Background: an optimization exercise with open tools, aiming at small area, a short achievable clock period and few clock cycles. Do not read the settings as production practice. No functional check of the RTL was part of any run shown here. Power figures rest on the tool's default switching activity, not on a simulated workload.

## flow/design.v (module list and top-level ports; edited modules follow where they fit)
// module tpb_codec: 804 lines
// module tpb_fmt: 20 lines
// module tpb_opd: 40 lines
// module tpb_legal: 30 lines
// module tpb_dec: 34 lines
// module tpb_resmux: 35 lines
// module tpb_rsp: 47 lines
// module tpb_ctl: 52 lines
// module tpb_pw: 32 lines
module tpb_codec (
    input  wire        clk,
    input  wire        rst,         
    input  wire        cmd_valid,
    output wire        cmd_ready,
    input  wire [31:0] cmd_word,
    input  wire [63:0] cmd_opd,
    input  wire [15:0] cmd_flen,
    input  wire        frm_valid,
    output wire        frm_ready,
    input  wire [7:0]  frm_data,
    output wire        rsp_valid,
    output wire [7:0]  rsp_status,
    output wire [63:0] rsp_res
);
  // ...
==> flow/flow/run.sh <==
#!/bin/bash
# Layout flow: the standard flow (standard.sh, ORFS) with settings that
# ORFS reads from the environment:
#  - BUFFER_PORTS_ARGS: the port buffers are sky130_fd_sc_hd__buf_2 cells
#    (every input and output port still gets its own buffer);
#  - CTS_ARGS: the clock tree uses clkbuf_16 and the sink clustering of
#    config.mk's CTS_* settings, without dummy load cells;
#  - PRE_DETAIL_PLACE_TCL: flow/outflops.tcl gives the flip-flops that drive
#    the output port buffers a stronger drive (dfxtp_4).
# The clock period, the SDC and every other step are the standard flow's.
set -euo pipefail
here=$(pwd)
export BUFFER_PORTS_ARGS="-buffer_cell sky130_fd_sc_hd__buf_2"
export CTS_ARGS="-sink_clustering_enable -repair_clock_nets -dont_use_dummy_load -sink_clustering_size 30 -sink_clustering_max_diameter 75 -buf_list sky130_fd_sc_hd__clkbuf_16"
export PRE_DETAIL_PLACE_TCL="$here/flow/outflops.tcl"
bash standard.sh > standard.log 2>&1
==> flow/flow/outflops.tcl <==
# Upsize the flip-flops that drive the output ports (through their port
# buffers) from dfxtp_1 to dfxtp_4: the same registers and cell type, a
# stronger drive for the wire to the port buffer. Run before detailed
# placement, which then legalizes the wider cells.
set block [ord::get_db_block]
set db [ord::get_db]
set m4 [$db findMaster sky130_fd_sc_hd__dfxtp_4]
set n 0
foreach bterm [$block getBTerms] {
  if {[$bterm getIoType] != "OUTPUT"} { continue }
  set net [$bterm getNet]
  if {$net == "NULL"} { continue }
  foreach it [$net getITerms] {
    if {![$it isOutputSignal]} { continue }
    set buf [$it getInst]
    set a [$buf findITerm A]
    if {$a == "NULL"} { continue }
    set n2 [$a getNet]
    if {$n2 == "NULL"} { continue }
    foreach it2 [$n2 getITerms] {
      if {![$it2 isOutputSignal]} { continue }
      set drv [$it2 getInst]
      if {[[$drv getMaster] getName] == "sky130_fd_sc_hd__dfxtp_1"} {
        $drv swapMaster $m4
        incr n
      }
    }
  }
}
puts "outflops.tcl: upsized $n output flip-flops to dfxtp_4"
==> flow/standard.sh <==
#!/bin/bash
# synth_recipe.tcl (not shown) runs the flow's synth.tcl, then flattens the netlist and writes it again
# the make line also repeats each setting of config.mk as NAME=value (left out here)
make -C /OpenROAD-flow-scripts/flow DESIGN_CONFIG=/design/flow/config.mk WORK_HOME=/design/flow/orfs CLKGATE_MAP_FILE= SYNTH_SCRIPT=/design/flow/synth_recipe.tcl "${@:-finish}"
==> flow/config.mk <==
export PLATFORM = sky130hd
export DESIGN_NAME = tpb_codec
export DESIGN_NICKNAME = tpb_codec
export VERILOG_FILES = /design/flow/design.v
export SDC_FILE = /design/flow/constraint.sdc
export NUM_CORES = 8
export LEC_CHECK = 0
export ABC_AREA = 1
export CAP_MARGIN = 20
export CORE_MARGIN = 2
export CORE_UTILIZATION = 40
export CTS_BUF_LIST = sky130_fd_sc_hd__clkbuf_16
export CTS_CLUSTER_DIAMETER = 75
export CTS_CLUSTER_SIZE = 30
export PLACE_DENSITY = 0.8
export SLEW_MARGIN = 20
export SYNTH_HIERARCHICAL = 1
==> flow/constraint.sdc <==
create_clock -name core_clock -period 70.0 [get_ports {clk}]
set_input_delay 14.0000 -clock core_clock [delete_from_list [all_inputs] [get_ports {clk}]]
set_output_delay 14.0000 -clock core_clock [all_outputs]
set_load 0.01 [all_outputs]
==> metrics.yaml, run 1 <==
outcome: "finished clean"
timing.final.ws_setup_ns: 54.75
cellPowerDensity_mw_per_mm2: 30.0
vias_per_cell: 4.72
dpl.hpwl_mm: 83.7
internal_power_mw: 1.24
seqPwrFrac_pct: 59.8
critPathArrivalTime_ns: 1.25
cp_data_required_time_ns: 56.00
fin_crit_sh_pct: 21.8
setup_viol: 0
place_area_sq_mm: 0.0534
hold_viol: 0
wl_met3_mm: 6.32
syn_area_sq_mm: 0.0507
ctsRootBufferMaster: "clkbuf_16"
portBuffers: 172
multi_input_area_share_pct: 24.4
hold_path_class: "reg -> reg"
start_kind: "flip-flop"
hold_end: "ring[161][4]"
wire_per_inst_um: 17.5
cts_tree: "yes"
sh_seq_area_pct: 63.1
final_cell_mix: "dfxtp_1, nand2_1, inv_1, nor2_1, o21ai_0"
reg2reg_depth: 56
drive_gt1_share_pct: 10.7
diodes: 6
cts_buffer_depth: 3
==> module tpb_dec, before the edit <==
module tpb_dec (
    input  wire [34:0] o,
    input  wire [9:0]  fm,
    input  wire        ill,
    output wire [22:0] dl
);
    wire idx_z = fm[0], f0_ok = fm[1], fx_ok = fm[2], fx8_ok = fm[3];
    wire fm4_ok = fm[4], fm2_ok = fm[5], idx_ok = fm[6], idx_ring = fm[7];
    wire pid_ok = fm[8], flen_ok = fm[9];
    assign dl[0]  = 1'b0;                                   
    assign dl[1]  = o[1] & f0_ok & flen_ok;                  
    assign dl[2]  = o[1] & f0_ok & ~flen_ok;                 
    assign dl[3]  = o[2] & f0_ok;                            
    assign dl[4]  = ((((o[3] & fx_ok) | (o[4] & fx8_ok)) & idx_ok) |
                     ((o[18] | o[20]) & fm2_ok) | ((o[31] | o[33]) & f0_ok));
    assign dl[5]  = ((o[3] & fx_ok) | (o[4] & fx8_ok)) & ~idx_ok;   
    assign dl[6]  = o[5] & f0_ok;                            
    assign dl[7]  = o[16] & idx_z & pid_ok;                   
    assign dl[8]  = o[16] & idx_z & ~pid_ok;                  
    assign dl[9]  = o[18] & fm2_ok;                           
    assign dl[10] = o[20] & fm2_ok;                           
    assign dl[11] = o[22] & fm4_ok;                           
    assign dl[12] = o[30] & f0_ok;                            
    assign dl[13] = o[31] & f0_ok;                            
    assign dl[14] = o[33] & f0_ok;                            
    assign dl[15] = o[34] & f0_ok;                            
    assign dl[16] = o[7] & f0_ok;
    assign dl[17] = o[8] & f0_ok;
    assign dl[18] = o[10] & f0_ok;
    assign dl[19] = o[11] & f0_ok;
    assign dl[20] = o[13] & f0_ok;
    assign dl[21] = o[14] & f0_ok;
    assign dl[22] = o[4] & fx8_ok & idx_ok & idx_ring;       
endmodule
==> module tpb_resmux, before the edit <==
module tpb_resmux (
    input  wire [7:0]  op,
    input  wire [95:0] p_cur,
    input  wire        cls_80,
    input  wire [7:0]  af_win_len,
    input  wire [7:0]  pl_len,
    input  wire [7:0]  pl_off,
    input  wire [41:0] pcr_rd,
    input  wire [6:0]  err_eff,
    output wire [41:0] m
);
    wire [7:0] p1 = p_cur[15:8], p2 = p_cur[23:16], p3 = p_cur[31:24], p5 = p_cur[47:40];
    wire       has_af  = p3[5];
    wire       has_pl  = p3[4];
    wire       has_pcr = has_af & p5[4];
    wire [12:0] pid    = {p1[4:0], p2};
    wire [13:0] err_full = {err_eff[6], 6'd0, err_eff[5:0], 1'b0};
    assign m =
        ({42{(op == 8'h05) & cls_80}} & 42'd1) |
        ({42{(op == 8'h10)}} & {41'd0, p1[7]}) |
        ({42{(op == 8'h13)}} & {41'd0, p1[6]}) |
        ({42{(op == 8'h16)}} & {41'd0, p1[5]}) |
        ({42{(op == 8'h20)}} & {29'd0, pid}) |
        ({42{(op == 8'h22)}} & {40'd0, p3[7:6]}) |
        ({42{(op == 8'h24)}} & {40'd0, p3[5:4]}) |
        ({42{(op == 8'h26)}} & {38'd0, p3[3:0]}) |
        ({42{(op == 8'h28)}} & {41'd0, (pid == 13'h1FFF)}) |
        ({42{(op == 8'h30)}} & {41'd0, has_af}) |
        ({42{(op == 8'h31)}} & {41'd0, has_pl}) |
        ({42{(op == 8'h32) & has_af}} & {26'd0, af_win_len, 8'd5}) |
        ({42{(op == 8'h33) & has_pl}} & {26'd0, pl_len, pl_off}) |
        ({42{(op == 8'h34)}} & {41'd0, has_pcr}) |
        ({42{(op == 8'h35) & has_pcr}} & pcr_rd) |
        ({42{(op == 8'hF0)}} & {28'd0, err_full});
endmodule
==> run 2: changes to the inputs <==
--- a/flow/design.v
+++ b/flow/design.v
@@ -37,9 +37,12 @@
     reg [41:0] rr_q;
     reg        crdy_q;
     reg        frdy_q;
-    reg        clr_q;               
+    reg        clr_q;
+    reg [3:0]  ccnt;
     reg        in_load;
-    reg        fb_v;                
+    reg [7:0]  tk;                  
+    reg        fb_v;
+    reg [7:0]  fb_d;
     reg        load_ok;
     reg        sp_pend;
     reg [2:0]  a_op;                
@@ -48,8 +51,8 @@
     reg        w_pend;
     reg [7:0]  w_idx;
     reg [7:0]  w_dat;
-    reg           sysrst_q;         
     reg           busy;
+    reg           sysrst_q;         
     reg [2:0]     ecnt;
     reg [XW-1:0]  xq;
     reg [6:0]     rem;
@@ -66,9 +69,531 @@
     wire [7:0]  af_len  = p[4];
     wire [12:0] pid     = {p[1][4:0], p[2]};
     wire        has_pcr = has_af & p[5][4];
-    wire [32:0] base = {p[6], p[7], p[8], p[9], p[10][7]};
-    wire [8:0]  ext  = {p[10][0], p[11]};
-    wire [41:0] res;
+    wire [41:0] pcr_rd;
+    tpb_mul300 u_mul (
+        .base ({p[6], p[7], p[8], p[9], p[10][7]}),
+        .ext  ({p[10][0], p[11]}),
+        .res  (pcr_rd)
+    );
+    wire [7:0] af_win_len = (af_len > 8'd183) ? 8'd183 : af_len;
+    wire [8:0] pl_start   = has_af ? (9'd5 + {1'b0, af_len}) : 9'd4;
+    wire [8:0] pl_off     = (pl_start > 9'd188) ? 9'd188 : pl_start;
+    wire [8:0] pl_len     = 9'd188 - pl_off;
+    wire [3:0] st_validate = (p[0] != 8'h47) ? ST_BAD_SYNC :
+                             (has_af && af_len > 8'd183) ? ST_BAD_ADAPT : ST_OK;
+    wire cls_unk = (p[0] != 8'h47) & (p[0] != 8'h80);
+    wire cls_80  = (p[0] == 8'h80);
+    wire [6:0] err_new;
+    assign err_new[0] = rv_q && rs_q == ST_BAD_SYNC;
+    assign err_new[1] = rv_q && rs_q == ST_BAD_SIZE;
+    assign err_new[2] = rv_q && rs_q == ST_BAD_PID;
+    assign err_new[3] = rv_q && rs_q == ST_BAD_ADAPT;
+    assign err_new[4] = rv_q && rs_q == ST_UNKNOWN_PKT;
+    assign err_new[5] = rv_q && rs_q == ST_BAD_OFFSET;
+    assign err_new[6] = rv_q && rs_q == ST_ILLEGAL;
+    wire [6:0]  err_eff  = err | err_new;
+    wire [7:0] fidx  = tk - 8'd1;                   
+    wire       fb_static = (fidx < 8'd12);
+    wire       a_static  = (a_idx < 8'd12);
+    wire       sp_rdb    = (a_op == 3'b000);    
+    wire       sp_wr     = (a_op == 3'b001);    
+    wire       sp_tsc    = (a_op == 3'b100);    
+    wire       sp_afc    = (a_op == 3'b101);    
+    wire       sp_clrpcr = (a_op == 3'b111);    
+    wire       sp_clrerr = (a_op == 3'b110);    
+    wire [7:0] raddr = w_pend ? w_idx : (fb_v ? fidx : a_idx);
+    wire [7:0] rj    = raddr - 8'd12;
+    wire [3:0] rring = rj[7:4];
+    wire [3:0] rslot = rj[3:0] + dofs;
+    wire       at_wr = (rslot == ph);                
+    wire       at_rd = (rslot[2:0] == ph[2:0]);      
+    wire ld_w  = fb_v & ((fidx == 8'd0) ? (fb_d == 8'h47) : load_ok);
+    wire w_go  = w_pend & at_wr & ~clr_q;
+    wire sp_go = sp_pend & ~w_pend & (a_static | (~clr_q & (sp_wr ? at_wr : at_rd)));
+    wire [7:0] saddr = fb_v ? fidx : a_idx;
+    wire       s_we  = fb_v ? (ld_w & fb_static) : (sp_go & sp_wr & a_static);
+    wire [7:0] sbus  = fb_v ? fb_d : a_dat;
+    wire       r_we  = w_go | (ld_w & ~fb_static) | (sp_go & sp_wr & ~a_static);
+    wire [7:0] rbus  = clr_q ? 8'd0 : (w_pend ? w_dat : (fb_v ? fb_d : a_dat));
+    reg [7:0] ring_rd;
+    integer ri;
+    always @* begin
+        ring_rd = 8'd0;
+        for (ri = 0; ri < NR; ri = ri + 1)
+            if (rring == ri) ring_rd = ring_rd | ((rslot[3] ^ ph[3]) ? ring[ri][8] : ring[ri][0]);
+    end
+    wire [7:0] static_rd = p[a_idx[3:0]];
+    wire [7:0] rd_byte   = a_static ? static_rd : ring_rd;
+    wire [6:0]       st_r;
+    wire [DIV_K-1:0] st_q;
+    tpb_divstep #(.K(DIV_K)) u_div (
+        .rem_in  (rem),
+        .bits    (xq[XW-1:XW-DIV_K]),
+        .rem_out (st_r),
+        .q       (st_q)
+    );
+    wire [XW-1:0] xq_next  = {xq[XW-DIV_K-1:0], st_q};
+    wire          div_last = busy & (ecnt == DIV_CYC - 1);
+    wire [32:0]   base_wr  = xq_next[32:0];
+    wire [8:0]    ext_wr   = {st_r, xq_next[XW-1:XW-2]};
+    wire clr_first = clr_q & (ccnt == 4'd0);
+    reg [7:0] pn [0:11];
+    integer bi;
+    always @* begin
+        for (bi = 0; bi < 12; bi = bi + 1) begin
+            pn[bi] = p[bi];
+            if (s_we && saddr[3:0] == bi) pn[bi] = sbus;
+        end
+        if (sp_go && sp_tsc) pn[3][7:6] = a_dat[1:0];
+        if (sp_go && sp_afc) pn[3][5:4] = a_dat[1:0];
+        if (sp_go && sp_clrpcr && p[3][5]) begin
+            pn[5][4] = 1'b0;
+            pn[6] = 8'd0; pn[7] = 8'd0; pn[8] = 8'd0;
+            pn[9] = 8'd0; pn[10] = 8'd0; pn[11] = 8'd0;
+        end
+        if (busy && ecnt == 3'd0) begin
+            if (!p[3][5]) pn[3][5:4] = 2'b11;
+            if (p[4] < 8'd7) pn[4] = 8'd7;
+            pn[5][4] = 1'b1;
+        end
+        if (div_last) begin
+            pn[6]  = base_wr[32:25];
+            pn[7]  = base_wr[24:17];
+            pn[8]  = base_wr[16:9];
+            pn[9]  = base_wr[8:1];
+            pn[10] = {base_wr[0], 6'b111111, ext_wr[8]};
+            pn[11] = ext_wr[7:0];
+        end
+        if (clr_first)
+            for (bi = 0; bi < 12; bi = bi + 1) pn[bi] = 8'd0;
+    end
+    wire [95:0] p_cur  = {p[11], p[10], p[9], p[8], p[7], p[6], p[5], p[4], p[3], p[2], p[1], p[0]};
+    wire [95:0] p_slow = {pn[11], pn[10], pn[9], pn[8], pn[7], pn[6], pn[5], pn[4], pn[3], pn[2], pn[1], pn[0]};
+    wire [95:0] p_d;
+    wire        o_rv_d;
+    wire [3:0]  o_rs_d;
+    wire [41:0] o_rr_d;
+    wire        L_load, L_slow, L_pcr, L_sysrst;
+    wire [9:0]  fm;
+    wire [34:0] o;
+    wire [37:0] dl;
+    tpb_fmt u_fmt (.cmd_word(cmd_word), .cmd_flen(cmd_flen), .fm(fm));
+    tpb_opd u_opd (.op(cmd_word[7:0]), .o(o));
+    tpb_dec u_dec (.o(o), .fm(fm), .dl(dl));
+    assign L_load   = dl[1];
+    assign L_slow   = dl[4];
+    assign L_pcr    = dl[12];
+    assign L_sysrst = dl[15];
+    wire [41:0] res_m;
+    tpb_resmux u_res (
+        .o           (o),
+        .p_cur       (p_cur),
+        .cls_80      (cls_80),
+        .af_win_len  (af_win_len),
+        .pl_len      (pl_len[7:0]),
+        .pl_off      (pl_off[7:0]),
+        .pcr_rd      (pcr_rd),
+        .err_eff     (err_eff),
+        .m           (res_m)
+    );
+    tpb_rsp u_rsp (
+        .fire        (fire),
+        .dl          (dl),
+        .f0_ok       (fm[1]),
+        .m           (res_m),
+        .st_validate (st_validate),
+        .cls_unk     (cls_unk),
+        .in_load     (in_load),
+        .load_done   (in_load & take & (tk == 8'd187)),
+        .load_ok     (load_ok),
+        .sp_pend     (sp_pend),
+        .sp_go       (sp_go),
+        .sp_rdb      (sp_rdb),
+        .sp_clrerr   (sp_clrerr),
+        .err_eff     (err_eff),
+        .w_pend      (w_pend),
+        .rd_byte     (rd_byte),
+        .rv_d        (o_rv_d),
+        .rs_d        (o_rs_d),
+        .rr_d        (o_rr_d)
+    );
+    tpb_pw u_pw (
+        .fire        (fire),
+        .dl          (dl),
+        .imm         (cmd_word[31:16]),
+        .p_cur       (p_cur),
+        .p_slow      (p_slow),
+        .p_d         (p_d)
+    );
+    integer rr, pp;
+    always @(posedge clk) begin
+        for (rr = 0; rr < NR; rr = rr + 1) begin
+            for (pp = 0; pp < RL - 1; pp = pp + 1)
+                ring[rr][pp] <= ring[rr][pp + 1];
+            if (clr_q || (r_we && rring == rr))
+                ring[rr][RL-1] <= rbus;
+            else
+                ring[rr][RL-1] <= ring[rr][0];
+        end
+        for (bi = 0; bi < 12; bi = bi + 1)
+            p[bi] <= p_d[8*bi +: 8];
+        ph <= ph + 4'd1;
+        busy <= busy_d;
+        if (busy) begin
+            xq  <= xq_next;
+            rem <= st_r;
+            ecnt <= ecnt + 3'd1;
+        end else begin
+            xq  <= {{DIV_PAD{1'b0}}, cmd_opd};
+            rem <= 7'd0;
+            ecnt <= 3'd0;
+        end
+        sp_pend <= sp_pend_d;
+        if (!sp_pend) begin
+            a_idx <= cmd_word[15:8];
+            a_dat <= cmd_word[23:16];
+            a_op  <= {cmd_word[5], cmd_word[4], cmd_word[2]};
+        end
+        w_pend <= w_pend_d;
+        if (!w_pend) begin
+            w_idx <= cmd_word[15:8];
+            w_dat <= cmd_word[23:16];
+        end
+        fb_d <= frm_data;
+        fb_v <= take & in_load;
+        if (take & in_load) tk <= tk1;
+        in_load <= in_load_d;
+        if (fb_v && fidx == 8'd0) load_ok <= (fb_d == 8'h47);
+        if (!in_load) tk <= 8'd0;
+        if (ld_w && fidx == 8'd12) dofs <= ph;           
+        sysrst_q <= sysrst_d;
+        if (clr_q) begin
+            ccnt <= ccnt + 4'd1;
+            if (ccnt == 4'd15) clr_q <= 1'b0;
+        end
+        if (sysrst_q) begin
+            clr_q  <= 1'b1;
+            ccnt   <= 4'd0;
+            w_pend <= 1'b0;
+        end
+        if (sysrst_q || (sp_go && sp_clrerr))
+            err <= 7'd0;
+        else
+            err <= err_eff;
+        rv_q <= o_rv_d;
+        rs_q <= o_rs_d;
+        rr_q <= o_rr_d;
+        crdy_q <= crdy_d;
+        frdy_q <= frdy_d;
+        if (rst) begin
+            ph      <= 4'd0;
+            dofs    <= 4'd0;
+            err     <= 7'd0;
+            rv_q    <= 1'b0;
+            crdy_q  <= 1'b0;
+            frdy_q  <= 1'b0;
+            clr_q   <= 1'b1;
+            ccnt    <= 4'd0;
+            w_pend  <= 1'b0;
+            in_load <= 1'b0;
+            tk      <= 8'd0;
+            fb_v    <= 1'b0;
+            load_ok <= 1'b0;
+            sp_pend <= 1'b0;
+            busy    <= 1'b0;
+            sysrst_q <= 1'b0;
+        end
+    end
+    wire [7:0] tk1    = tk + 8'd1;
+    wire       ok_n   = (fb_v && fidx == 8'd0) ? (fb_d == 8'h47) : load_ok;
+    wire [3:0] dofs_n = (ld_w && fidx == 8'd12) ? ph : dofs;
+    wire [3:0] ph2    = ph + 4'd2;
+    wire [7:0] tkj    = tk - 8'd12;
+    wire [7:0] tk1j   = tk - 8'd11;
+    wire       r_free = ~clr_q & ~w_pend;       
+    wire fr_b = in_load & (tk < 8'd188) &
+                ((tk < 8'd12) | ~ok_n |
+                 (r_free & ((tk == 8'd12) | (ph2 == tkj[3:0] + dofs_n))));
+    wire fr_a = in_load & (tk < 8'd187) &
+                ((tk < 8'd11) | ~ok_n |
+                 (r_free & ((tk == 8'd11) | (tk == 8'd12) | (ph2 == tk1j[3:0] + dofs_n))));
+    wire busy_d, sp_pend_d, w_pend_d, in_load_d, sysrst_d, crdy_d, frdy_d;
+    tpb_ctl u_ctl (
+        .fire       (fire),
+        .take       (take),
+        .L_load     (dl[1]),
+        .L_slow     (dl[4]),
+        .L_pcr      (dl[12]),
+        .L_sysrst   (dl[15]),
+        .L_wrbring  (dl[37]),
+        .busy       (busy),
+        .div_last   (div_last),
+        .sp_pend    (sp_pend),
+        .sp_go      (sp_go),
+        .w_pend     (w_pend),
+        .w_go       (w_go),
+        .in_load    (in_load),
+        .tk_last    (tk == 8'd187),
+        .fr_a       (fr_a),
+        .fr_b       (fr_b),
+        .sysrst_q   (sysrst_q),
+        .busy_d     (busy_d),
+        .sp_pend_d  (sp_pend_d),
+        .w_pend_d   (w_pend_d),
+        .in_load_d  (in_load_d),
+        .sysrst_d   (sysrst_d),
+        .crdy_d     (crdy_d),
+        .frdy_d     (frdy_d)
+    );
+endmodule
+module tpb_fmt (
+    input  wire [31:0] cmd_word,
+    input  wire [15:0] cmd_flen,
+    output wire [9:0]  fm
+);
+    wire [7:0]  idx = cmd_word[15:8];
+    wire [15:0] imm = cmd_word[31:16];
+    wire idx_z  = (idx == 8'd0);
+    wire imm_z  = (imm == 16'd0);
+    assign fm[0] = idx_z;
+    assign fm[1] = idx_z & imm_z;                        
+    assign fm[2] = imm_z;                                
+    assign fm[3] = (imm[15:8] == 8'd0);                  
+    assign fm[4] = idx_z & (imm[15:4] == 12'd0);         
+    assign fm[5] = idx_z & (imm[15:2] == 14'd0);         
+    assign fm[6] = (idx < 8'd188);                       
+    assign fm[7] = (idx >= 8'd12);                       
+    assign fm[8] = (imm[15:13] == 3'd0);                 
+    assign fm[9] = (cmd_flen == 16'd188);
+endmodule
+module tpb_opd (
+    input  wire [7:0]  op,
+    output wire [34:0] o
+);
+    assign o[0] = (op == 8'h00);
+    assign o[1] = (op == 8'h01);
+    assign o[2] = (op == 8'h02);
+    assign o[3] = (op == 8'h03);
+    assign o[4] = (op == 8'h04);
+    assign o[5] = (op == 8'h05);
+    assign o[6] = (op == 8'h10);
+    assign o[7] = (op == 8'h11);
+    assign o[8] = (op == 8'h12);
+    assign o[9] = (op == 8'h13);
+    assign o[10] = (op == 8'h14);
+    assign o[11] = (op == 8'h15);
+    assign o[12] = (op == 8'h16);
+    assign o[13] = (op == 8'h17);
+    assign o[14] = (op == 8'h18);
+    assign o[15] = (op == 8'h20);
+    assign o[16] = (op == 8'h21);
+    assign o[17] = (op == 8'h22);
+    assign o[18] = (op == 8'h23);
+    assign o[19] = (op == 8'h24);
+    assign o[20] = (op == 8'h25);
+    assign o[21] = (op == 8'h26);
+    assign o[22] = (op == 8'h27);
+    assign o[23] = (op == 8'h28);
+    assign o[24] = (op == 8'h30);
+    assign o[25] = (op == 8'h31);
+    assign o[26] = (op == 8'h32);
+    assign o[27] = (op == 8'h33);
+    assign o[28] = (op == 8'h34);
+    assign o[29] = (op == 8'h35);
+    assign o[30] = (op == 8'h36);
+    assign o[31] = (op == 8'h37);
+    assign o[32] = (op == 8'hF0);
+    assign o[33] = (op == 8'hF1);
+    assign o[34] = (op == 8'hF2);
+endmodule
+module tpb_dec (
+    input  wire [34:0] o,
+    input  wire [9:0]  fm,
+    output wire [37:0] dl
+);
+    wire idx_z = fm[0], f0_ok = fm[1], fx_ok = fm[2], fx8_ok = fm[3];
+    wire fm4_ok = fm[4], fm2_ok = fm[5], idx_ok = fm[6], idx_ring = fm[7];
+    wire pid_ok = fm[8], flen_ok = fm[9];
+    wire of0 = o[0] | o[1] | o[2] | o[5] | o[6] | o[7] | o[8] | o[9] | o[10] | o[11] | o[12] | o[13] | o[14] | o[15] | o[17] | o[19] | o[21] | o[23] | o[24] | o[25] | o[26] | o[27] | o[28] | o[29] | o[30] | o[31] | o[32] | o[33] | o[34];
+    wire legal = (of0 & f0_ok) | (o[3] & fx_ok) | (o[4] & fx8_ok) | (o[16] & idx_z) |
+                 (o[22] & fm4_ok) | ((o[18] | o[20]) & fm2_ok);
+    assign dl[0]  = ~legal;
+    assign dl[1]  = o[1] & f0_ok & flen_ok;                  
+    assign dl[2]  = o[1] & f0_ok & ~flen_ok;                 
+    assign dl[3]  = o[2] & f0_ok;                            
+    assign dl[4]  = ((((o[3] & fx_ok) | (o[4] & fx8_ok)) & idx_ok) |
+                     ((o[18] | o[20]) & fm2_ok) | ((o[31] | o[33]) & f0_ok));
+    assign dl[5]  = ((o[3] & fx_ok) | (o[4] & fx8_ok)) & ~idx_ok;   
+    assign dl[6]  = o[5] & f0_ok;                            
+    assign dl[7]  = o[16] & idx_z & pid_ok;                   
+    assign dl[8]  = o[16] & idx_z & ~pid_ok;                  
+    assign dl[9]  = o[18] & fm2_ok;                           
+    assign dl[10] = o[20] & fm2_ok;                           
+    assign dl[11] = o[22] & fm4_ok;                           
+    assign dl[12] = o[30] & f0_ok;                            
+    assign dl[13] = o[31] & f0_ok;                            
+    assign dl[14] = o[33] & f0_ok;                            
+    assign dl[15] = o[34] & f0_ok;                            
+    assign dl[16] = o[7] & f0_ok;
+    assign dl[17] = o[8] & f0_ok;
+    assign dl[18] = o[10] & f0_ok;
+    assign dl[19] = o[11] & f0_ok;
+    assign dl[20] = o[13] & f0_ok;
+    assign dl[21] = o[14] & f0_ok;
+    assign dl[36:22] = 15'd0;
+    assign dl[37] = o[4] & fx8_ok & idx_ok & idx_ring;       
+endmodule
+module tpb_resmux (
+    input  wire [34:0] o,
+    input  wire [95:0] p_cur,
+    input  wire        cls_80,
+    input  wire [7:0]  af_win_len,
+    input  wire [7:0]  pl_len,
+    input  wire [7:0]  pl_off,
+    input  wire [41:0] pcr_rd,
+    input  wire [6:0]  err_eff,
+    output wire [41:0] m
+);
+    wire [7:0] p1 = p_cur[15:8], p2 = p_cur[23:16], p3 = p_cur[31:24], p5 = p_cur[47:40];
+    wire       has_af  = p3[5];
+    wire       has_pl  = p3[4];
+    wire       has_pcr = has_af & p5[4];
+    wire [12:0] pid    = {p1[4:0], p2};
+    wire [13:0] err_full = {err_eff[6], 6'd0, err_eff[5:0], 1'b0};
+    assign m =
+        ({42{o[5] & cls_80}} & 42'd1) |
+        ({42{o[6]}} & {41'd0, p1[7]}) |
+        ({42{o[9]}} & {41'd0, p1[6]}) |
+        ({42{o[12]}} & {41'd0, p1[5]}) |
+        ({42{o[15]}} & {29'd0, pid}) |
+        ({42{o[17]}} & {40'd0, p3[7:6]}) |
+        ({42{o[19]}} & {40'd0, p3[5:4]}) |
+        ({42{o[21]}} & {38'd0, p3[3:0]}) |
+        ({42{o[23]}} & {41'd0, (pid == 13'h1FFF)}) |
+        ({42{o[24]}} & {41'd0, has_af}) |
+        ({42{o[25]}} & {41'd0, has_pl}) |
+        ({42{o[26] & has_af}} & {26'd0, af_win_len, 8'd5}) |
+        ({42{o[27] & has_pl}} & {26'd0, pl_len, pl_off}) |
+        ({42{o[28]}} & {41'd0, has_pcr}) |
+        ({42{o[29] & has_pcr}} & pcr_rd) |
+        ({42{o[32]}} & {28'd0, err_full});
+endmodule
+module tpb_rsp (
+    input  wire        fire,
+    input  wire [37:0] dl,
+    input  wire        f0_ok,
+    input  wire [41:0] m,
+    input  wire [3:0]  st_validate,
+    input  wire        cls_unk,
+    input  wire        in_load,
+    input  wire        load_done,
+    input  wire        load_ok,
+    input  wire        sp_pend,
+    input  wire        sp_go,
+    input  wire        sp_rdb,
+    input  wire        sp_clrerr,
+    input  wire [6:0]  err_eff,
+    input  wire        w_pend,
+    input  wire [7:0]  rd_byte,
+    output reg         rv_d,
+    output reg  [3:0]  rs_d,
+    output reg  [41:0] rr_d
+);
+    wire ill = dl[0], L_load = dl[1], L_loadbad = dl[2], L_val = dl[3];
+    wire L_slow = dl[4], L_offbad = dl[5], L_cls = dl[6], L_pidbad = dl[8];
+    wire [3:0] f_st;
+    assign f_st[0] = (L_val & st_validate[0]) | (L_cls & cls_unk) | L_pidbad | ill;
+    assign f_st[1] = L_loadbad | L_offbad | L_pidbad;
+    assign f_st[2] = (L_val & st_validate[2]) | (L_cls & cls_unk) | L_offbad | ill;
+    assign f_st[3] = ill;
+    always @* begin
+        if (in_load) begin
+            rv_d = load_done;
+            rs_d = load_ok ? 4'h0 : 4'h1;
+            rr_d = 42'd0;
+        end else if (sp_pend) begin
+            rv_d = sp_go;
+            rs_d = 4'h0;
+            rr_d = ({42{sp_rdb}} & {34'd0, rd_byte}) |
+                   ({42{sp_clrerr}} & {28'd0, err_eff[6], 6'd0, err_eff[5:0], 1'b0});
+        end else begin
+            rv_d = fire & ~L_load & ~(L_slow & ~(dl[37] & ~w_pend));
+            rs_d = f_st;
+            rr_d = {42{f0_ok}} & m;
+        end
+    end
+endmodule
+module tpb_ctl (
+    input  wire fire,
+    input  wire take,
+    input  wire L_load,
+    input  wire L_slow,
+    input  wire L_pcr,
+    input  wire L_sysrst,
+    input  wire L_wrbring,
+    input  wire busy,
+    input  wire div_last,
+    input  wire sp_pend,
+    input  wire sp_go,
+    input  wire w_pend,
+    input  wire w_go,
+    input  wire in_load,
+    input  wire tk_last,
+    input  wire fr_a,
+    input  wire fr_b,
+    input  wire sysrst_q,
+    output wire busy_d,
+    output wire sp_pend_d,
+    output wire w_pend_d,
+    output wire in_load_d,
+    output wire sysrst_d,
+    output wire crdy_d,
+    output wire frdy_d
+);
+    wire wrb_now = L_wrbring & ~w_pend;
+    assign busy_d    = busy ? ~div_last : (fire & L_pcr);
+    assign sp_pend_d = sp_pend ? ~sp_go : (fire & L_slow & ~wrb_now);
+    assign w_pend_d  = w_pend ? ~w_go : (fire & wrb_now);
+    assign in_load_d = in_load ? ~(take & tk_last) : (fire & L_load);
+    assign sysrst_d  = fire & L_sysrst;
+    assign crdy_d    = ~((fire & (L_pcr | L_sysrst)) | (busy & ~div_last) | sysrst_q);
+    assign frdy_d    = (fire & L_load) | (take ? fr_a : fr_b);
+endmodule
+module tpb_pw (
+    input  wire        fire,
+    input  wire [37:0] dl,
+    input  wire [15:0] imm,
+    input  wire [95:0] p_cur,
+    input  wire [95:0] p_slow,
+    output reg  [95:0] p_d
+);
+    wire has_af = p_cur[29];
+    wire [7:0] p4 = p_cur[39:32];
+    wire L_pid = dl[7], L_cc = dl[11];
+    wire L_tei_s = dl[16], L_tei_c = dl[17], L_pus_s = dl[18], L_pus_c = dl[19];
+    wire L_tp_s = dl[20], L_tp_c = dl[21];
+    always @* begin
+        p_d = p_slow;
+        if (fire) begin
+            if (L_tei_s) p_d[15] = 1'b1;
+            if (L_tei_c) p_d[15] = 1'b0;
+            if (L_pus_s) p_d[14] = 1'b1;
+            if (L_pus_c) p_d[14] = 1'b0;
+            if (L_tp_s)  p_d[13] = 1'b1;
+            if (L_tp_c)  p_d[13] = 1'b0;
+            if (L_pid) begin
+                p_d[12:8]  = imm[12:8];
+                p_d[23:16] = imm[7:0];
+            end
+            if (L_cc)  p_d[27:24] = imm[3:0];
+        end
+    end
+endmodule
+module tpb_mul300 (
+    input  wire [32:0] base,
+    input  wire [8:0]  ext,
+    output wire [41:0] res
+);
     wire [33:0] at_p, at_g, at_s;
     wire [34:0] at_c;
     assign at_p[0] = base[2] ^ base[0];
@@ -522,573 +1047,26 @@
     assign aw_s[39] = aw_p[39] ^ aw_c[39];
     wire [39:0] w = {aw_s[39], aw_s[38], aw_s[37], aw_s[36], aw_s[35], aw_s[34], aw_s[33], aw_s[32], aw_s[31], aw_s[30], aw_s[29], aw_s[28], aw_s[27], aw_s[26], aw_s[25], aw_s[24], aw_s[23], aw_s[22], aw_s[21], aw_s[20], aw_s[19], aw_s[18], aw_s[17], aw_s[16], aw_s[15], aw_s[14], aw_s[13], aw_s[12], aw_s[11], aw_s[10], aw_s[9], aw_s[8], aw_s[7], aw_s[6], aw_s[5], aw_s[4], aw_s[3], aw_s[2], aw_s[1], aw_s[0]};
     assign res = {w, ext[1:0]};
-    wire [41:0] pcr_rd = res;
-    wire       l_big = (af_len >= 8'd183);
-    wire [7:0] l_p5  = af_len + 8'd5;           
-    wire [7:0] l_m   = 8'd183 - af_len;         
-    wire [7:0] af_win_len = (af_len > 8'd183) ? 8'd183 : af_len;
-    wire [8:0] pl_off = has_af ? (l_big ? 9'd188 : {1'b0, l_p5}) : 9'd4;
-    wire [8:0] pl_len = has_af ? (l_big ? 9'd0 : {1'b0, l_m}) : 9'd184;
-    wire [3:0] st_validate = (p[0] != 8'h47) ? ST_BAD_SYNC :
-                             (has_af && af_len > 8'd183) ? ST_BAD_ADAPT : ST_OK;
-    wire cls_unk = (p[0] != 8'h47) & (p[0] != 8'h80);
-    wire cls_80  = (p[0] == 8'h80);
-    wire [6:0] err_new;
-    assign err_new[0] = rv_q && rs_q == ST_BAD_SYNC;
-    assign err_new[1] = rv_q && rs_q == ST_BAD_SIZE;
-    assign err_new[2] = rv_q && rs_q == ST_BAD_PID;
-    assign err_new[3] = rv_q && rs_q == ST_BAD_ADAPT;
-    assign err_new[4] = rv_q && rs_q == ST_UNKNOWN_PKT;
-    assign err_new[5] = rv_q && rs_q == ST_BAD_OFFSET;
-    assign err_new[6] = rv_q && rs_q == ST_ILLEGAL;
-    wire [6:0]  err_eff  = err | err_new;
-    wire [7:0] fidx  = a_idx;
-    wire [7:0] tk    = a_idx + {7'd0, fb_v};
-    wire       a_static  = (a_idx < 8'd12);
-    wire       sp_rdb    = (a_op == 3'b000);    
-    wire       sp_wr     = (a_op == 3'b001);    
-    wire       sp_tsc    = (a_op == 3'b100);    
-    wire       sp_afc    = (a_op == 3'b101);    
-    wire       sp_clrpcr = (a_op == 3'b111);    
-    wire       sp_clrerr = (a_op == 3'b110);    
-    wire [7:0] raddr = w_pend ? w_idx : a_idx;
-    wire [7:0] rj    = raddr - 8'd12;
-    wire [3:0] rring = rj[7:4];
-    wire [3:0] rslot = rj[3:0] + dofs;
-    wire       at_wr = (rslot == ph);                
-    wire       at_rd = (rslot[2:0] == ph[2:0]);      
-    wire ld_w  = fb_v & ((fidx == 8'd0) ? (a_dat == 8'h47) : load_ok);
-    wire w_go  = w_pend & at_wr & ~clr_q;
-    wire sp_go = sp_pend & ~w_pend & (a_static | (~clr_q & (sp_wr ? at_wr : at_rd)));
-    wire [7:0] saddr = a_idx;
-    wire       s_we  = fb_v ? (ld_w & a_static) : (sp_go & sp_wr & a_static);
-    wire [7:0] sbus  = a_dat;
-    wire       r_we  = w_go | (ld_w & ~a_static) | (sp_go & sp_wr & ~a_static);
-    wire [7:0] rbus  = clr_q ? 8'd0 : (w_pend ? w_dat : a_dat);
-    reg [7:0] ring_rd;
-    integer ri;
-    always @* begin
-        ring_rd = 8'd0;
-        for (ri = 0; ri < NR; ri = ri + 1)
-            if (rring == ri) ring_rd = ring_rd | ((rslot[3] ^ ph[3]) ? ring[ri][8] : ring[ri][0]);
-    end
-    reg [7:0] static_rd;
-    always @* begin
-        case (a_idx[3:0])
-            4'd0: static_rd = p[0];   4'd1: static_rd = p[1];   4'd2: static_rd = p[2];
-            4'd3: static_rd = p[3];   4'd4: static_rd = p[4];   4'd5: static_rd = p[5];
-            4'd6: static_rd = p[6];   4'd7: static_rd = p[7];   4'd8: static_rd = p[8];
-            4'd9: static_rd = p[9];   4'd10: static_rd = p[10]; default: static_rd = p[11];
-        endcase
-    end
-    wire [7:0] rd_byte   = a_static ? static_rd : ring_rd;
-    reg [6:0]       st_r;
-    reg [DIV_K-1:0] st_q;
-    reg [7:0]       st_t;
-    integer si;
-    always @* begin
-        st_r = rem;
-        for (si = 0; si < DIV_K; si = si + 1) begin
-            st_t = {st_r, xq[XW-1-si]};
-            if (st_t >= 8'd75) begin
-                st_r = st_t - 8'd75;
-                st_q[DIV_K-1-si] = 1'b1;
-            end else begin
-                st_r = st_t[6:0];
-                st_q[DIV_K-1-si] = 1'b0;
-            end
-        end
-    end
-    wire [XW-1:0] xq_next  = {xq[XW-DIV_K-1:0], st_q};
-    wire          div_last = busy & (ecnt == DIV_CYC - 1);
-    wire [32:0]   base_wr  = xq_next[32:0];
-    wire [8:0]    ext_wr   = {st_r, xq_next[XW-1:XW-2]};
-    wire clr_first = clr_q & (ph == 4'd0);
-    wire clr_pcr   = sp_go & sp_clrpcr & p[3][5];
-    wire [7:0] s_val = (clr_first | clr_pcr) ? 8'd0 : sbus;
-    reg [7:0] pn [0:11];
-    integer bi;
-    always @* begin
-        for (bi = 0; bi < 12; bi = bi + 1) begin
-            pn[bi] = p[bi];
-            if (clr_first || (s_we && saddr[3:0] == bi) || (clr_pcr && bi >= 6))
-                pn[bi] = s_val;
-        end
-        if (sp_go && sp_tsc) pn[3][7:6] = a_dat[1:0];
-        if (sp_go && sp_afc) pn[3][5:4] = a_dat[1:0];
-        if (clr_pcr) pn[5][4] = 1'b0;
-        if (busy && ecnt == 3'd0) begin
-            if (!p[3][5]) pn[3][5:4] = 2'b11;
-            if (p[4] < 8'd7) pn[4] = 8'd7;
-            pn[5][4] = 1'b1;
-        end
-        if (div_last) begin
-            pn[6]  = base_wr[32:25];
-            pn[7]  = base_wr[24:17];
-            pn[8]  = base_wr[16:9];
-            pn[9]  = base_wr[8:1];
-            pn[10] = {base_wr[0], 6'b111111, ext_wr[8]};
-            pn[11] = ext_wr[7:0];
-        end
-    end
-    wire [95:0] p_cur  = {p[11], p[10], p[9], p[8], p[7], p[6], p[5], p[4], p[3], p[2], p[1], p[0]};
-    wire [95:0] p_slow = {pn[11], pn[10], pn[9], pn[8], pn[7], pn[6], pn[5], pn[4], pn[3], pn[2], pn[1], pn[0]};
-    wire [95:0] p_d;
-    wire        o_rv_d;
-    wire [3:0]  o_rs_d;
-    wire [41:0] o_rr_d;
-    wire        L_load, L_slow, L_pcr, L_sysrst;
-    wire [9:0]  fm;
-    wire [34:0] o;
-    wire [22:0] dl;
-    tpb_fmt u_fmt (.cmd_word(cmd_word), .cmd_flen(cmd_flen), .fm(fm));
-    tpb_opd u_opd (.op(cmd_word[7:0]), .o(o));
-    wire        ill;
-    tpb_legal u_legal (.cmd_word(cmd_word), .ill(ill));
-    tpb_dec u_dec (.o(o), .fm(fm), .ill(ill), .dl(dl));
-    assign L_load   = dl[1];
-    assign L_slow   = dl[4];
-    assign L_pcr    = dl[12];
-    assign L_sysrst = dl[15];
-    wire [41:0] res_m;
-    wire        rv_fast;
-    tpb_resmux u_res (
-        .op          (cmd_word[7:0]),
-        .p_cur       (p_cur),
-        .cls_80      (cls_80),
-        .af_win_len  (af_win_len),
-        .pl_len      (pl_len[7:0]),
-        .pl_off      (pl_off[7:0]),
-        .pcr_rd      (pcr_rd),
-        .err_eff     (err_eff),
-        .m           (res_m)
-    );
-    tpb_rsp u_rsp (
-        .rv_fast     (rv_fast),
-        .ill         (ill),
-        .dl          (dl),
-        .idx_imm     (cmd_word[31:8]),
-        .m           (res_m),
-        .st_validate (st_validate),
-        .cls_unk     (cls_unk),
-        .in_load     (in_load),
-        .load_done   (in_load & take & (tk == 8'd187)),
-        .load_ok     (load_ok),
-        .sp_pend     (sp_pend),
-        .sp_go       (sp_go),
-        .sp_rdb      (sp_rdb),
-        .sp_clrerr   (sp_clrerr),
-        .err_eff     (err_eff),
-        .w_pend      (w_pend),
-        .rd_byte     (rd_byte),
-        .rv_d        (o_rv_d),
-        .rs_d        (o_rs_d),
-        .rr_d        (o_rr_d)
-    );
-    wire [19:0] pw_d;
-    tpb_pw u_pw (
-        .fire        (fire),
-        .cmd_word    (cmd_word),
-        .p_slow      (p_slow[27:8]),
-        .p_d         (pw_d)
-    );
-    assign p_d = {p_slow[95:28], pw_d, p_slow[7:0]};
-    integer rr, pp;
-    always @(posedge clk) begin
-        for (rr = 0; rr < NR; rr = rr + 1) begin
-            for (pp = 0; pp < RL - 1; pp = pp + 1)
-                ring[rr][pp] <= ring[rr][pp + 1];
-            if (clr_q || (r_we && rring == rr))
-                ring[rr][RL-1] <= rbus;
-            else
-                ring[rr][RL-1] <= ring[rr][0];
-        end
-        for (bi = 0; bi < 12; bi = bi + 1)
-            p[bi] <= p_d[8*bi +: 8];
-        ph <= ph + 4'd1;
-        busy <= busy_d;
-        if (busy) begin
-            xq  <= xq_next;
-            rem <= st_r;
-            ecnt <= ecnt + 3'd1;
-        end else begin
-            xq  <= {{DIV_PAD{1'b0}}, cmd_opd};
-            rem <= 7'd0;
-            ecnt <= 3'd0;
-        end
-        sp_pend <= sp_pend_d;
-        if (!sp_pend) begin
-            a_idx <= in_load ? tk : cmd_word[15:8];
-            a_dat <= in_load ? frm_data : cmd_word[23:16];
-            a_op  <= {cmd_word[5], cmd_word[4], cmd_word[2]};
-        end
-        w_pend <= w_pend_d;
-        if (fb_v && fidx == 8'd0 && a_dat == 8'h47) w_pend <= 1'b0;
-        if (!w_pend) begin
-            w_idx <= cmd_word[15:8];
-            w_dat <= cmd_word[23:16];
-        end
-        fb_v <= take & in_load;
-        in_load <= in_load_d;
-        if (fb_v && fidx == 8'd0) load_ok <= (a_dat == 8'h47);
-        if (ld_w && fidx == 8'd12) dofs <= ph;           
-        sysrst_q <= sysrst_d;
-        if (clr_q && ph == 4'd15) clr_q <= 1'b0;
-        if (sysrst_q) begin
-            clr_q  <= 1'b1;
-            ph     <= 4'd0;
-            w_pend <= 1'b0;
-        end
-        if (sysrst_q || (sp_go && sp_clrerr))
-            err <= 7'd0;
-        else
-            err <= err_eff;
-        rv_q <= o_rv_d;
-        rs_q <= o_rs_d;
-        rr_q <= o_rr_d;
-        crdy_q <= crdy_d;
-        frdy_q <= frdy_d;
-        if (rst) begin
-            ph      <= 4'd0;
-            dofs    <= 4'd0;
-            err     <= 7'd0;
-            rv_q    <= 1'b0;
-            crdy_q  <= 1'b0;
-            frdy_q  <= 1'b0;
-            clr_q   <= 1'b1;
-            w_pend  <= 1'b0;
-            in_load <= 1'b0;
-            fb_v    <= 1'b0;
-            load_ok <= 1'b0;
-            sp_pend <= 1'b0;
-            busy    <= 1'b0;
-            sysrst_q <= 1'b0;
-        end
-    end
-    wire       ok_n   = (fb_v && fidx == 8'd0) ? (a_dat == 8'h47) : load_ok;
-    wire [3:0] dofs_n = (ld_w && fidx == 8'd12) ? ph : dofs;
-    wire [3:0] al     = ph + 4'd14 - dofs_n;
-    wire       r_free = ~clr_q & ~w_pend;       
-    wire fr_b = in_load & (tk < 8'd188) &
-                ((tk < 8'd12) | ~ok_n |
-                 (r_free & ((tk == 8'd12) | (tk[3:0] == al))));
-    wire fr_a = in_load & (tk < 8'd187) &
-                ((tk < 8'd11) | ~ok_n |
-                 (r_free & ((tk == 8'd11) | (tk == 8'd12) | (tk[3:0] + 4'd1 == al))));
-    wire busy_d, sp_pend_d, w_pend_d, in_load_d, sysrst_d, crdy_d, frdy_d;
-    tpb_ctl u_ctl (
-        .fire       (fire),
-        .take       (take),
-        .cmd_word   (cmd_word),
-        .cmd_flen   (cmd_flen),
-        .busy       (busy),
-        .div_last   (div_last),
-        .sp_pend    (sp_pend),
-        .sp_go      (sp_go),
-        .w_pend     (w_pend),
-        .w_go       (w_go),
-        .in_load    (in_load),
-        .tk_last    (tk == 8'd187),
-        .fr_a       (fr_a),
-        .fr_b       (fr_b),
-        .sysrst_q   (sysrst_q),
-        .busy_d     (busy_d),
-        .sp_pend_d  (sp_pend_d),
-        .w_pend_d   (w_pend_d),
-        .in_load_d  (in_load_d),
-        .sysrst_d   (sysrst_d),
-        .crdy_d     (crdy_d),
-        .frdy_d     (frdy_d),
-        .rv_fast    (rv_fast)
-    );
-endmodule
-module tpb_fmt (
-    input  wire [31:0] cmd_word,
-    input  wire [15:0] cmd_flen,
-    output wire [9:0]  fm
-);
-    wire [7:0]  idx = cmd_word[15:8];
-    wire [15:0] imm = cmd_word[31:16];
-    wire idx_z  = (idx == 8'd0);
-    wire imm_z  = (imm == 16'd0);
-    assign fm[0] = idx_z;
-    assign fm[1] = idx_z & imm_z;                        
-    assign fm[2] = imm_z;                                
-    assign fm[3] = (imm[15:8] == 8'd0);                  
-    assign fm[4] = idx_z & (imm[15:4] == 12'd0);         
-    assign fm[5] = idx_z & (imm[15:2] == 14'd0);         
-    assign fm[6] = (idx < 8'd188);                       
-    assign fm[7] = (idx >= 8'd12);                       
-    assign fm[8] = (imm[15:13] == 3'd0);                 
-    assign fm[9] = (cmd_flen == 16'd188);
-endmodule
-module tpb_opd (
-    input  wire [7:0]  op,
-    output wire [34:0] o
-);
-    assign o[0] = (op == 8'h00);
-    assign o[1] = (op == 8'h01);
-    assign o[2] = (op == 8'h02);
-    assign o[3] = (op == 8'h03);
-    assign o[4] = (op == 8'h04);
-    assign o[5] = (op == 8'h05);
-    assign o[6] = (op == 8'h10);
-    assign o[7] = (op == 8'h11);
-    assign o[8] = (op == 8'h12);
-    assign o[9] = (op == 8'h13);
-    assign o[10] = (op == 8'h14);
-    assign o[11] = (op == 8'h15);
-    assign o[12] = (op == 8'h16);
-    assign o[13] = (op == 8'h17);
-    assign o[14] = (op == 8'h18);
-    assign o[15] = (op == 8'h20);
-    assign o[16] = (op == 8'h21);
-    assign o[17] = (op == 8'h22);
-    assign o[18] = (op == 8'h23);
-    assign o[19] = (op == 8'h24);
-    assign o[20] = (op == 8'h25);
-    assign o[21] = (op == 8'h26);
-    assign o[22] = (op == 8'h27);
-    assign o[23] = (op == 8'h28);
-    assign o[24] = (op == 8'h30);
-    assign o[25] = (op == 8'h31);
-    assign o[26] = (op == 8'h32);
-    assign o[27] = (op == 8'h33);
-    assign o[28] = (op == 8'h34);
-    assign o[29] = (op == 8'h35);
-    assign o[30] = (op == 8'h36);
-    assign o[31] = (op == 8'h37);
-    assign o[32] = (op == 8'hF0);
-    assign o[33] = (op == 8'hF1);
-    assign o[34] = (op == 8'hF2);
 endmodule
-module tpb_legal (
-    input  wire [31:0] cmd_word,
-    output wire        ill
+module tpb_divstep #(parameter K = 16) (
+    input  wire [6:0]   rem_in,
+    input  wire [K-1:0] bits,
+    output reg  [6:0]   rem_out,
+    output reg  [K-1:0] q
 );
-    wire [7:0]  op  = cmd_word[7:0];
-    wire [7:0]  idx = cmd_word[15:8];
-    wire [15:0] imm = cmd_word[31:16];
-    reg valid, n_idx, n_hi8, n_m4, n_2, n_lo2;
+    reg [7:0] t;
+    integer i;
     always @* begin
-        valid = 1'b1; n_idx = 1'b1; n_hi8 = 1'b1; n_m4 = 1'b1; n_2 = 1'b1; n_lo2 = 1'b1;
-        case (op)
-            8'h00, 8'h01, 8'h02, 8'h05, 8'h10, 8'h11, 8'h12, 8'h13, 8'h14, 8'h15,
-            8'h16, 8'h17, 8'h18, 8'h20, 8'h22, 8'h24, 8'h26, 8'h28, 8'h30, 8'h31,
-            8'h32, 8'h33, 8'h34, 8'h35, 8'h36, 8'h37, 8'hF0, 8'hF1, 8'hF2: ;    
-            8'h03: n_idx = 1'b0;                                               
-            8'h04: begin n_idx = 1'b0; n_m4 = 1'b0; n_2 = 1'b0; n_lo2 = 1'b0; end   
-            8'h21: begin n_hi8 = 1'b0; n_m4 = 1'b0; n_2 = 1'b0; n_lo2 = 1'b0; end   
-            8'h27: begin n_2 = 1'b0; n_lo2 = 1'b0; end                         
-            8'h23, 8'h25: n_lo2 = 1'b0;                                        
-            default: valid = 1'b0;
-        endcase
-    end
-    wire z_idx = (idx == 8'd0);
-    wire z_hi8 = (imm[15:8] == 8'd0);
-    wire z_m4  = (imm[7:4] == 4'd0);
-    wire z_2   = (imm[3:2] == 2'd0);
-    wire z_lo2 = (imm[1:0] == 2'd0);
-    assign ill = ~(valid & (z_idx | ~n_idx) & (z_hi8 | ~n_hi8) & (z_m4 | ~n_m4) &
-                   (z_2 | ~n_2) & (z_lo2 | ~n_lo2));
-endmodule
-module tpb_dec (
-    input  wire [34:0] o,
-    input  wire [9:0]  fm,
-    input  wire        ill,
-    output wire [22:0] dl
-);
-    wire idx_z = fm[0], f0_ok = fm[1], fx_ok = fm[2], fx8_ok = fm[3];
-    wire fm4_ok = fm[4], fm2_ok = fm[5], idx_ok = fm[6], idx_ring = fm[7];
-    wire pid_ok = fm[8], flen_ok = fm[9];
-    assign dl[0]  = 1'b0;                                   
-    assign dl[1]  = o[1] & f0_ok & flen_ok;                  
-    assign dl[2]  = o[1] & f0_ok & ~flen_ok;                 
-    assign dl[3]  = o[2] & f0_ok;                            
-    assign dl[4]  = ((((o[3] & fx_ok) | (o[4] & fx8_ok)) & idx_ok) |
-                     ((o[18] | o[20]) & fm2_ok) | ((o[31] | o[33]) & f0_ok));
-    assign dl[5]  = ((o[3] & fx_ok) | (o[4] & fx8_ok)) & ~idx_ok;   
-    assign dl[6]  = o[5] & f0_ok;                            
-    assign dl[7]  = o[16] & idx_z & pid_ok;                   
-    assign dl[8]  = o[16] & idx_z & ~pid_ok;                  
-    assign dl[9]  = o[18] & fm2_ok;                           
-    assign dl[10] = o[20] & fm2_ok;                           
-    assign dl[11] = o[22] & fm4_ok;                           
-    assign dl[12] = o[30] & f0_ok;                            
-    assign dl[13] = o[31] & f0_ok;                            
-    assign dl[14] = o[33] & f0_ok;                            
-    assign dl[15] = o[34] & f0_ok;                            
-    assign dl[16] = o[7] & f0_ok;
-    assign dl[17] = o[8] & f0_ok;
-    assign dl[18] = o[10] & f0_ok;
-    assign dl[19] = o[11] & f0_ok;
-    assign dl[20] = o[13] & f0_ok;
-    assign dl[21] = o[14] & f0_ok;
-    assign dl[22] = o[4] & fx8_ok & idx_ok & idx_ring;       
-endmodule
-module tpb_resmux (
-    input  wire [7:0]  op,
-    input  wire [95:0] p_cur,
-    input  wire        cls_80,
-    input  wire [7:0]  af_win_len,
-    input  wire [7:0]  pl_len,
-    input  wire [7:0]  pl_off,
-    input  wire [41:0] pcr_rd,
-    input  wire [6:0]  err_eff,
-    output wire [41:0] m
-);
-    wire [7:0] p1 = p_cur[15:8], p2 = p_cur[23:16], p3 = p_cur[31:24], p5 = p_cur[47:40];
-    wire       has_af  = p3[5];
-    wire       has_pl  = p3[4];
-    wire       has_pcr = has_af & p5[4];
-    wire [12:0] pid    = {p1[4:0], p2};
-    wire [13:0] err_full = {err_eff[6], 6'd0, err_eff[5:0], 1'b0};
-    assign m =
-        ({42{(op == 8'h05) & cls_80}} & 42'd1) |
-        ({42{(op == 8'h10)}} & {41'd0, p1[7]}) |
-        ({42{(op == 8'h13)}} & {41'd0, p1[6]}) |
-        ({42{(op == 8'h16)}} & {41'd0, p1[5]}) |
-        ({42{(op == 8'h20)}} & {29'd0, pid}) |
-        ({42{(op == 8'h22)}} & {40'd0, p3[7:6]}) |
-        ({42{(op == 8'h24)}} & {40'd0, p3[5:4]}) |
-        ({42{(op == 8'h26)}} & {38'd0, p3[3:0]}) |
-        ({42{(op == 8'h28)}} & {41'd0, (pid == 13'h1FFF)}) |
-        ({42{(op == 8'h30)}} & {41'd0, has_af}) |
-        ({42{(op == 8'h31)}} & {41'd0, has_pl}) |
-        ({42{(op == 8'h32) & has_af}} & {26'd0, af_win_len, 8'd5}) |
-        ({42{(op == 8'h33) & has_pl}} & {26'd0, pl_len, pl_off}) |
-        ({42{(op == 8'h34)}} & {41'd0, has_pcr}) |
-        ({42{(op == 8'h35) & has_pcr}} & pcr_rd) |
-        ({42{(op == 8'hF0)}} & {28'd0, err_full});
-endmodule
-module tpb_rsp (
-    input  wire        rv_fast,      
-    input  wire        ill,
-    input  wire [22:0] dl,
-    input  wire [23:0] idx_imm,      
-    input  wire [41:0] m,
-    input  wire [3:0]  st_validate,
-    input  wire        cls_unk,
-    input  wire        in_load,
-    input  wire        load_done,
-    input  wire        load_ok,
-    input  wire        sp_pend,
-    input  wire        sp_go,
-    input  wire        sp_rdb,
-    input  wire        sp_clrerr,
-    input  wire [6:0]  err_eff,
-    input  wire        w_pend,
-    input  wire [7:0]  rd_byte,
-    output reg         rv_d,
-    output reg  [3:0]  rs_d,
-    output reg  [41:0] rr_d
-);
-    wire L_load = dl[1], L_loadbad = dl[2], L_val = dl[3];
-    wire L_slow = dl[4], L_offbad = dl[5], L_cls = dl[6], L_pidbad = dl[8];
-    wire f0_ok = (idx_imm == 24'd0);
-    wire [3:0] f_st;
-    assign f_st[0] = (L_val & st_validate[0]) | (L_cls & cls_unk) | L_pidbad | ill;
-    assign f_st[1] = L_loadbad | L_offbad | L_pidbad;
-    assign f_st[2] = (L_val & st_validate[2]) | (L_cls & cls_unk) | L_offbad | ill;
-    assign f_st[3] = ill;
-    always @* begin
-        if (in_load) begin
-            rv_d = load_done;
-            rs_d = load_ok ? 4'h0 : 4'h1;
-            rr_d = 42'd0;
-        end else if (sp_pend) begin
-            rv_d = sp_go;
-            rs_d = 4'h0;
-            rr_d = ({42{sp_rdb}} & {34'd0, rd_byte}) |
-                   ({42{sp_clrerr}} & {28'd0, err_eff[6], 6'd0, err_eff[5:0], 1'b0});
-        end else begin
-            rv_d = rv_fast;
-            rs_d = f_st;
-            rr_d = {42{f0_ok}} & m;
-        end
-    end
-endmodule
-module tpb_ctl (
-    input  wire        fire,
-    input  wire        take,
-    input  wire [31:0] cmd_word,
-    input  wire [15:0] cmd_flen,
-    input  wire busy,
-    input  wire div_last,
-    input  wire sp_pend,
-    input  wire sp_go,
-    input  wire w_pend,
-    input  wire w_go,
-    input  wire in_load,
-    input  wire tk_last,
-    input  wire fr_a,
-    input  wire fr_b,
-    input  wire sysrst_q,
-    output wire busy_d,
-    output wire sp_pend_d,
-    output wire w_pend_d,
-    output wire in_load_d,
-    output wire sysrst_d,
-    output wire crdy_d,
-    output wire frdy_d,
-    output wire rv_fast              
-);
-    wire [7:0]  op  = cmd_word[7:0];
-    wire [7:0]  idx = cmd_word[15:8];
-    wire [15:0] imm = cmd_word[31:16];
-    wire z_idx  = (idx == 8'd0);
-    wire z_hi8  = (imm[15:8] == 8'd0);
-    wire z_lo8  = (imm[7:0] == 8'd0);
-    wire f0     = z_idx & z_hi8 & z_lo8;
-    wire fm2    = z_idx & z_hi8 & (imm[7:2] == 6'd0);
-    wire idx_ok = (idx < 8'd188);
-    wire L_load    = (op == 8'h01) & f0 & (cmd_flen == 16'd188);
-    wire L_pcr     = (op == 8'h36) & f0;
-    wire L_sysrst  = (op == 8'hF2) & f0;
-    wire L_rdb     = (op == 8'h03) & z_hi8 & z_lo8 & idx_ok;
-    wire L_wrb     = (op == 8'h04) & z_hi8 & idx_ok;
-    wire L_wrbring = L_wrb & (idx >= 8'd12);
-    wire L_slow    = L_rdb | L_wrb | (((op == 8'h23) | (op == 8'h25)) & fm2) |
-                     (((op == 8'h37) | (op == 8'hF1)) & f0);
-    wire wrb_now = L_wrbring & ~w_pend;
-    assign rv_fast = fire & ~L_load & ~(L_slow & ~wrb_now);
-    assign busy_d    = busy ? ~div_last : (fire & L_pcr);
-    assign sp_pend_d = sp_pend ? ~sp_go : (fire & L_slow & ~wrb_now);
-    assign w_pend_d  = w_pend ? ~w_go : (fire & wrb_now);
-    assign in_load_d = in_load ? ~(take & tk_last) : (fire & L_load);
-    assign sysrst_d  = fire & L_sysrst;
-    assign crdy_d    = ~((fire & (L_pcr | L_sysrst)) | (busy & ~div_last) | sysrst_q);
-    assign frdy_d    = (fire & L_load) | (take ? fr_a : fr_b);
-endmodule
-module tpb_pw (
-    input  wire        fire,
-    input  wire [31:0] cmd_word,
-    input  wire [19:0] p_slow,       
-    output reg  [19:0] p_d
-);
-    wire [7:0]  op  = cmd_word[7:0];
-    wire [15:0] imm = cmd_word[31:16];
-    wire z_idx = (cmd_word[15:8] == 8'd0);
-    wire f0    = z_idx & (imm == 16'd0);
-    wire L_pid   = (op == 8'h21) & z_idx & (imm[15:13] == 3'd0);
-    wire L_cc    = (op == 8'h27) & z_idx & (imm[15:4] == 12'd0);
-    wire L_tei_s = (op == 8'h11) & f0, L_tei_c = (op == 8'h12) & f0;
-    wire L_pus_s = (op == 8'h14) & f0, L_pus_c = (op == 8'h15) & f0;
-    wire L_tp_s  = (op == 8'h17) & f0, L_tp_c  = (op == 8'h18) & f0;
-    always @* begin
-        p_d = p_slow;
-        if (fire) begin
-            if (L_tei_s) p_d[7] = 1'b1;
-            if (L_tei_c) p_d[7] = 1'b0;
-            if (L_pus_s) p_d[6] = 1'b1;
-            if (L_pus_c) p_d[6] = 1'b0;
-            if (L_tp_s)  p_d[5] = 1'b1;
-            if (L_tp_c)  p_d[5] = 1'b0;
-            if (L_pid) begin
-                p_d[4:0]  = imm[12:8];
-                p_d[15:8] = imm[7:0];
+        rem_out = rem_in;
+        for (i = 0; i < K; i = i + 1) begin
+            t = {rem_out, bits[K-1-i]};
+            if (t >= 8'd75) begin
+                rem_out = t - 8'd75;
+                q[K-1-i] = 1'b1;
+            end else begin
+                rem_out = t[6:0];
+                q[K-1-i] = 1'b0;
             end
-            if (L_cc)  p_d[19:16] = imm[3:0];
         end
     end
 endmodule
==> flow/flow/run.sh (replaced) <==
#!/bin/bash
# Layout flow: the standard flow (standard.sh, ORFS) with two settings
# that ORFS reads from the environment:
#  - BUFFER_PORTS_ARGS: the port buffers are sky130_fd_sc_hd__buf_2 cells
#    (every input and output port still gets its own buffer);
#  - CTS_ARGS: the clock tree is built as the standard flow builds it, but
#    without dummy load cells.
# The clock period, the SDC and every other step are the standard flow's.
set -euo pipefail
export BUFFER_PORTS_ARGS="-buffer_cell sky130_fd_sc_hd__buf_2"
export CTS_ARGS="-sink_clustering_enable -repair_clock_nets -dont_use_dummy_load -sink_clustering_size 30 -sink_clustering_max_diameter 75 -buf_list sky130_fd_sc_hd__clkbuf_16"
bash standard.sh > standard.log 2>&1
--- a/flow/config.mk
+++ b/flow/config.mk
@@ -12,6 +12,5 @@
 export CTS_BUF_LIST = sky130_fd_sc_hd__clkbuf_16
 export CTS_CLUSTER_DIAMETER = 75
 export CTS_CLUSTER_SIZE = 30
-export PLACE_DENSITY = 0.8
 export SLEW_MARGIN = 20
 export SYNTH_HIERARCHICAL = 1
removed: flow/flow/outflops.tcl
==> run 2 against run 1 <==
Fmax decreased by 2.7%. Synthesized cell count increased by 4.1%. Critical path type is now in -> reg. Register-to-register slack improved by 0.62 ns. Critical endpoint is now rs_q[2]. Critical path depth increased by 14. Area after synthesis increased by 4.3%. Still clean on timing, DRC and antenna. Global-route usage increased by 0.054 points. Routed wire length increased by 3.4%.
==> metrics.yaml, run 2 <==
worstMarginPinSlew_ns: 1.09  # was 1.16 ns
place.gp.congestion: 0.964  # was 0.976
drv_cap: 0  # unchanged
portBuffers: 172  # unchanged
wire_per_inst_um: 17.6  # was 17.5 um
finalWirelength_mm: 121  # was 117 mm
place_area_sq_mm: 0.0548  # was 0.0534 sq mm
internal_power_mw: 1.20  # was 1.24 mW
r2r_setup_slack_ns: 57.01  # was 56.39 ns
start_util_pct: 40.3  # about the same
path_class: "in -> reg"  # was reg -> out
grt_pass1_wl_mm: 182  # was 177 mm
start_kind: "primary input"  # was flip-flop
avgSynthCellArea_sq_um: 10.5  # about the same
critPathArrivalTime_ns: 16.23  # was 1.25 ns
cts_tree: "yes"  # unchanged
whs_path_depth: 0  # unchanged
gr-usage-all-layers_pct: 17.7  # about the same
ys_warn_count: 13  # unchanged
dpl.hpwl_mm: 87.7  # was 83.7 mm
cts_buffer_depth: 3  # unchanged
cp_data_required_time_ns: 70.56  # was 56.00 ns
drive_gt1_share_pct: 11.5  # was 10.7%
first_pass_iters: 7  # unchanged
cp-end-kind: "flip-flop"  # was output pin
hold_path_class: "reg -> reg"  # unchanged
combPwrFrac_pct: 2.7  # was 12.1%
setup_tns_ns: 0  # unchanged
holdWs_ns: 0.255  # was 0.260 ns
final_cell_mix: "dfxtp_1, nand2_1, inv_1, nor2_1, nand3_1"  # was dfxtp_1, nand2_1, inv_1, nor2_1, o21ai_0
grt_pass1_vias: 30300  # was 31000
p_leak_nw: 24.4  # was 23.8 nW
setup_viol: 0  # unchanged
coreArea_sq_mm: 0.131  # was 0.126 sq mm
outcome: "finished clean"  # unchanged
fin_area_sq_mm: 0.0569  # was 0.0553 sq mm
clock_latency_ns: 0.73  # was 0.67 ns
finalClockSkew_ns: 0.109  # was 0.0820 ns
hp-start: "ring[146][1]"  # was ring[162][4]
p_clk_share_pct: 32.6  # was 28.1%
cellPowerDensity_mw_per_mm2: 26.6  # was 30.0 mW/mm^2
hold_viol: 0  # unchanged
fin_util_pct: 43.3  # was 44.0%
largest_reg_flops: 1408  # unchanged
syn_area_sq_mm: 0.0529  # was 0.0507 sq mm
slew_violations: 0  # unchanged
dp.cells: 6777  # was 6577
area_delta_synth_final_pct: 7.54  # was 9.15%
die_w_um: 368  # was 360 um
cts_buffers: 83  # was 75
path_max_fanout: 14  # was 1
finalCriticalPeriod_ns: 15.67  # was 15.25 ns
drt-initial-drc-count: 2349  # was 2387
final_common_cell: "dfxtp_1"  # unchanged
die-area_sq_mm: 0.135  # was 0.130 sq mm
postCtsHoldBufs: 0  # unchanged
path_clk_slew_ns: 0.10  # about the same
p_sw_share_pct: 20.8  # was 25.0%
antenna_found_initial: 9  # was 7
hold_end: "ring[145][1]"  # was ring[161][4]
reg2reg_depth: 49  # was 56
grt_max_degree: 78  # was 69
seqPwrFrac_pct: 64.7  # was 59.8%
nets: 5387  # was 5276
drtAntennaViolNets: 0  # unchanged
vias_per_cell: 4.60  # was 4.72
ctsRootBufferMaster: "clkbuf_16"  # unchanged
cts_setup_buffers: 0  # unchanged
cts_resized: 0  # unchanged
largest_register: "ring"  # unchanged
fin_crit_sh_pct: 22.4  # was 21.8%
run 2: critical path: stages:
cell,delay [ns]
buf_2,0.12
nor2_4,0.32
nand2_2,0.22
nor2_1,0.79
nor2_1,0.08
nand2_1,0.10
nor2_1,0.04
nand2_1,0.07
nor2_2,0.04
nor2_1,0.10
nor2_2,0.06
nor2_1,0.10
nand3_1,0.07
nand2_1,0.06
inv_1,0.04
run 2: power groups by stage:
stage	sequential (mW)	combinational, mW	clock (mW)
floorplan	1.00	0.0266	0
global placement	1.00	0.0403	0
detailed placement	1.00	0.0404	0
CTS	0.980	0.0405	0.510
global route	0.981	0.0440	0.544
finish	0.980	0.0407	0.495
run 2: cell type report:
cell class,instances,area [sq um]
diodes,1,2.50
clock buffers,83,2080
fillers,12500,74400
inverters,554,2080
multi-input cells,2565,14900
flip-flops and latches,1707,34500
well taps,1755,2200
repair buffers,197,1060
run 2: worst max-delay path by stage:
stage / cells past startpoint / slack (ns) / endpoint / from
after floorplan: 14 / 54.68 / rs_q[2] / cmd_word[1]
after global placement: 15 / 53.59 / rs_q[2] / cmd_word[7]
after detailed placement: 15 / 53.69 / rs_q[2] / cmd_word[7]
after CTS: 15 / 54.40 / rs_q[2] / cmd_word[7]
after global routing: 15 / 54.21 / rs_q[2] / cmd_word[7]
final: 15 / 54.33 / rs_q[2] / cmd_word[7]
run 2: per-stage QoR:
step / total power [mW] / setup WS [ns]
global placement: 1.04 / 53.59
global route: 1.57 / 54.21
floorplan: 1.03 / 54.68
CTS: 1.53 / 54.40
finish: 1.52 / 54.33
detailed placement: 1.04 / 53.69
run 2: routing by layer:
metal	track usage, %	vias up	routed length (um)
li1	-	15800	-
met1	25.4	14900	58800
met2	27.8	704	53300
met3	2.68	172	5650
met4	4.64	4	2960
met5	0	-	27

Setup slack of run 2, layout unchanged: 54.325 ns with ideal ports, 54.374 ns with driving cells assumed (clock clkbuf_16, inputs buf_2), 53.637 ns with port delays also shifted by the 0.737 ns mid clock arrival.
